Background: an optimization exercise with open tools, aiming at small area, a short achievable clock period and few clock cycles per item. Do not read the settings as production practice.
At most, simulation tests tie the RTL to the original design; equivalence was not proved.
The flow treats the clock pin as an ideal source, which a real chip does not have.
No activity file was given, so power comes from the tool's default toggle rates.

## v6
==> flow/design.v (excerpt) <==
module ebus_decoder (
    input  wire         clk,
    input  wire         rst,
    input  wire         in_valid,
    input  wire [7:0]   in_data,
    output wire         in_ready,
    output wire         tel_valid,
    output wire [7:0]   tel_src,
    output wire [7:0]   tel_dest,
    output wire [7:0]   tel_cmd_hi,
    output wire [7:0]   tel_cmd_lo,
    output wire [4:0]   tel_len,
    output wire [127:0] tel_payload,
    output wire [7:0]   tel_crc,
    output wire         tel_has_rsp,
    output wire [4:0]   tel_rsp_len,
    output wire [127:0] tel_rsp_payload,
    output wire [7:0]   tel_rsp_crc,
    output wire         dfr_evt_valid,
    output wire [3:0]   dfr_evt_code,
    output wire [7:0]   dfr_evt_a,
    output wire [7:0]   dfr_evt_b,
    output wire         fsm_evt_valid,
    output wire [3:0]   fsm_evt_code,
    output wire         fsm_evt_rsp,
    output wire [7:0]   fsm_evt_a,
    output wire [7:0]   fsm_evt_b
);
Size in the first run: roughly 700 cells after synthesis, ~390 flip-flops.
clock: 5.0 ns
lec_check: 0
cap_margin: 20
core_margin: 2
core_utilization: 40
cts_cluster_diameter: 80
cts_cluster_size: 30
place_density: 0.45
setup_slack_margin: 2.9
slew_margin: 20
standard.sh (not shown) runs the stock make flow with config.mk's settings and CLKGATE_MAP_FILE= SYNTH_SCRIPT=/design/flow/synth_recipe.tcl, a recipe that flattens the netlist after the stock synthesis.
==> flow/flow/run.sh <==
#!/bin/bash
# Standard ORFS layout (the standard.sh, standard synthesis unchanged),
# except that:
#  - the port buffers are buf_1 instead of the cell buffer_ports picks;
#  - after CTS the clock tree's root buffer is removed, so the clock port
#    drives the tree's first-level buffers (2 to 4 of them) directly.
set -euo pipefail
export BUFFER_PORTS_ARGS="-buffer_cell sky130_fd_sc_hd__buf_1"
export PRE_CTS_TCL="$PWD/flow/prects.tcl"
bash standard.sh finish > standard_flow.log 2>&1
==> flow/flow/prects.tcl <==
# Run before CTS: after clock_tree_synthesis, drop the tree's root buffer
# so that the clock port drives the first-level tree buffers directly.
source [file join [file dirname [info script]] rmroot.tcl]
rename clock_tree_synthesis my_orig_clock_tree_synthesis
proc clock_tree_synthesis {args} {
  my_orig_clock_tree_synthesis {*}$args
  my_remove_clock_root
}
==> flow/flow/rmroot.tcl <==
proc my_remove_clock_root {} {
  set blk [ord::get_db_block]
  foreach inst [$blk getInsts] {
    set m [[$inst getMaster] getName]
    if {![string match "sky130_fd_sc_hd__clkbuf_*" $m]} continue
    set a [$inst findITerm A]
    set inet [$a getNet]
    if {$inet eq "NULL" || [$inet getName] ne "clk"} continue
    set onet [[$inst findITerm X] getNet]
    set loads {}
    foreach it [$onet getITerms] {
      if {[$it getInst] ne $inst} { lappend loads $it }
    }
    if {[llength $loads] > 4 || [llength [$inet getITerms]] != 1} {
      puts "my_remove_clock_root: keeping [$inst getName] ([llength $loads] loads)"
      continue
    }
    foreach it $loads { $it disconnect; $it connect $inet }
    puts "my_remove_clock_root: removed [$inst getName], port now drives [llength $loads] buffers"
    odb::dbInst_destroy $inst
    odb::dbNet_destroy $onet
  }
}
Testbench counts of v6, summed over its fixed seeds: cycles 13,828, bytes 13,812.
Edits applied to the flow inputs when going from v6 to v7:
--- a/flow/design.v
+++ b/flow/design.v
@@ -11,20 +11,16 @@
 endmodule
 module ebus_deframer (
     input  wire       clk,
     input  wire       rst,
     input  wire       raw_valid,     
     input  wire [7:0] raw_byte,
     output reg        log_valid,     
     output reg  [7:0] log_byte,
-    output reg        log_syn,       
-    output reg        log_zero,      
-    output reg        log_nack,      
-    output reg        log_gt16,      
     output reg        evt_valid,     
     output reg        evt_frm,       
     output reg  [5:0] evt_a_lo,      
     output reg  [7:0] evt_b
 );
   reg       pend_valid;
   reg [5:0] pend;
   wire       b7   = raw_byte[7];
@@ -45,33 +41,25 @@
       log_valid <= raw_valid & (pend_valid ? (~b7 | cmd1) : ~(b7 & b6));
       evt_valid <= raw_valid & pend_valid & (~b7 | ~cmd1);
       evt_b     <= x;
     end
   end
   always @(posedge clk) begin
     if (!pend_valid) pend <= raw_byte[5:0];
     log_byte <= x;
-    log_syn  <= (x == 8'hAA);
-    log_zero <= (x == 8'h00);
-    log_nack <= (x == 8'hFF);
-    log_gt16 <= (x > 8'h10);
     evt_frm  <= ~b7;
     evt_a_lo <= b7 ? {2'b00, pend[5:2]} : pend;
   end
 endmodule
 module ebus_telegram_fsm (
     input  wire         clk,
     input  wire         rst,
     input  wire         in_valid,      
     input  wire [7:0]   in_byte,
-    input  wire         in_syn,        
-    input  wire         in_zero,       
-    input  wire         in_nack,       
-    input  wire         in_gt16,       
     output reg          emit,
     output reg  [7:0]   req_src,
     output reg  [7:0]   req_dest,
     output reg  [7:0]   req_cmd_hi,
     output reg  [7:0]   req_cmd_lo,
     output reg  [4:0]   req_len,
     output wire [127:0] req_payload,
     output reg  [7:0]   req_crc,       
@@ -80,17 +68,24 @@
     output wire [127:0] rsp_payload,
     output reg  [7:0]   rsp_crc,       
     output reg          evt_valid,
     output reg  [1:0]   evt_code,      
     output reg          evt_rsp,
     output reg  [7:0]   evt_a,
     output reg  [7:0]   evt_b
 );
+  localparam [7:0] SYN       = 8'hAA;
+  localparam [7:0] NACK      = 8'hFF;
   localparam [7:0] BROADCAST = 8'hFE;
+  localparam [7:0] MAX_LEN   = 8'h10;
+  wire in_syn  = (in_byte == SYN);
+  wire in_zero = (in_byte == 8'h00);
+  wire in_nack = (in_byte == NACK);
+  wire in_gt16 = (in_byte > MAX_LEN);
   reg s_syn, s_src, s_dest, s_cmdh, s_cmdl, s_len, s_dreq, s_drsp, s_crc, s_ack, s_rsp;
   wire s_data = s_dreq | s_drsp;
   reg [7:0] r_pl [0:15];
   reg [7:0] p_pl [0:15];
   reg [3:0] idx;           
   reg       last;          
   reg       bcast;
   genvar gi;
@@ -101,17 +96,17 @@
     end
   endgenerate
   wire [7:0] crc_act = has_rsp ? rsp_crc : req_crc;
   wire [7:0] req_tab, rsp_tab;
   ebus_crc8_table u_req_table (.index(req_crc), .entry(req_tab));
   ebus_crc8_table u_rsp_table (.index(rsp_crc), .entry(rsp_tab));
   wire [7:0] req_next = req_tab ^ in_byte;
   wire [7:0] rsp_next = rsp_tab ^ in_byte;
-  wire       crc_eq   = has_rsp ? (in_byte == rsp_crc) : (in_byte == req_crc);
+  wire       crc_eq   = (in_byte == crc_act);
   wire [4:0] act_len  = s_drsp ? rsp_len : req_len;
   wire [4:0] idx_inc  = {1'b0, idx} + 5'd1;
   wire [4:0] idx_inc2 = {1'b0, idx} + 5'd2;
   wire       len_one  = (in_byte[4:0] == 5'd1);
   always @(posedge clk) begin
     evt_b       <= in_byte;
     evt_a       <= s_crc ? crc_act : in_byte;
     evt_rsp     <= s_rsp | has_rsp;
@@ -238,47 +233,38 @@
     output wire [3:0]   fsm_evt_code,
     output wire         fsm_evt_rsp,
     output wire [7:0]   fsm_evt_a,
     output wire [7:0]   fsm_evt_b
 );
   assign in_ready = 1'b1;
   wire       log_valid;
   wire [7:0] log_byte;
-  wire       log_syn, log_zero, log_nack, log_gt16;
   wire       dfr_frm;
   wire [5:0] dfr_a_lo;
   ebus_deframer u_deframer (
       .clk      (clk),
       .rst      (rst),
       .raw_valid(in_valid),
       .raw_byte (in_data),
       .log_valid(log_valid),
       .log_byte (log_byte),
-      .log_syn  (log_syn),
-      .log_zero (log_zero),
-      .log_nack (log_nack),
-      .log_gt16 (log_gt16),
       .evt_valid(dfr_evt_valid),
       .evt_frm  (dfr_frm),
       .evt_a_lo (dfr_a_lo),
       .evt_b    (dfr_evt_b)
   );
   assign dfr_evt_code = {2'b00, ~dfr_frm, dfr_frm};
   assign dfr_evt_a    = {dfr_frm, dfr_frm, dfr_a_lo};
   wire [1:0] evt_code;
   ebus_telegram_fsm u_fsm (
       .clk        (clk),
       .rst        (rst),
       .in_valid   (log_valid),
       .in_byte    (log_byte),
-      .in_syn     (log_syn),
-      .in_zero    (log_zero),
-      .in_nack    (log_nack),
-      .in_gt16    (log_gt16),
       .emit       (tel_valid),
       .req_src    (tel_src),
       .req_dest   (tel_dest),
       .req_cmd_hi (tel_cmd_hi),
       .req_cmd_lo (tel_cmd_lo),
       .req_len    (tel_len),
       .req_payload(tel_payload),
       .req_crc    (tel_crc),
Notes after the runs:
Average wire length per cell after detail routing for v7: 2.7% up relative to v6
Post-synthesis async set-or-reset flop share across v7 and v6: no real change.
v7 finished end to end and its layout was clean on timing, DRC and antenna.
Against v6, v7 comes in 1.4 points higher on final standard cell utilization of the core.
Taking v6 as the reference point, the area of all placed cells without fillers of v7 rises by about 2.6%.
Against v6, v7 reports a final instance count without filler cells that is higher.
The proportion of final cell area spent on non-clock buffers of v7 exceeds that of v6 by 2.0 points.
v7 vs v6: routed wire length up
In v7 the initial antenna violation count turned out 1 higher than in v6.
Instance count of the mapped netlist: v7 vs v6 down 4
Global-route track usage on met2, v7 and v6: higher on v7
v7 vs v6: overall power up slightly
Diff v6 -> v7: net count of the finished layout +1.6%, global-route usage +0.70 points, via count of the first global-routing pass +251.
No functional check of the RTL was part of v7.

separate check: timing with driven ports:
How much do the figures lean on ideal ports? The routed layouts below were timed once more, with nothing changed but the port constraints.
Step 1 sets driving cells, clkbuf_16 on the clock port and buf_2 on the other inputs (assumed; they add their load-dependent delay and slew).
Step 2 times the ports against the registers' clock, not the clock port: input delays grow and output delays shrink by t, the midpoint of the rising clock arrivals with the driver on.
Three values: ideal ports, drivers, drivers and shift; two values: the first two.
run | t, ns | setup slack, ns | worst data-port slew with drivers (ns) | pins driven straight from the clock port
v6 | 0.454 | 2.928 / 2.861 / 2.679 | 0.03 | 2
v7 | 0.461 | 2.924 / 2.860 / 2.938 | 0.03 | 2
After both steps every run listed still meets setup and hold. For v6, which loses most, drivers alone change the setup slack by -0.067 ns; drivers and shift together by -0.249 ns.
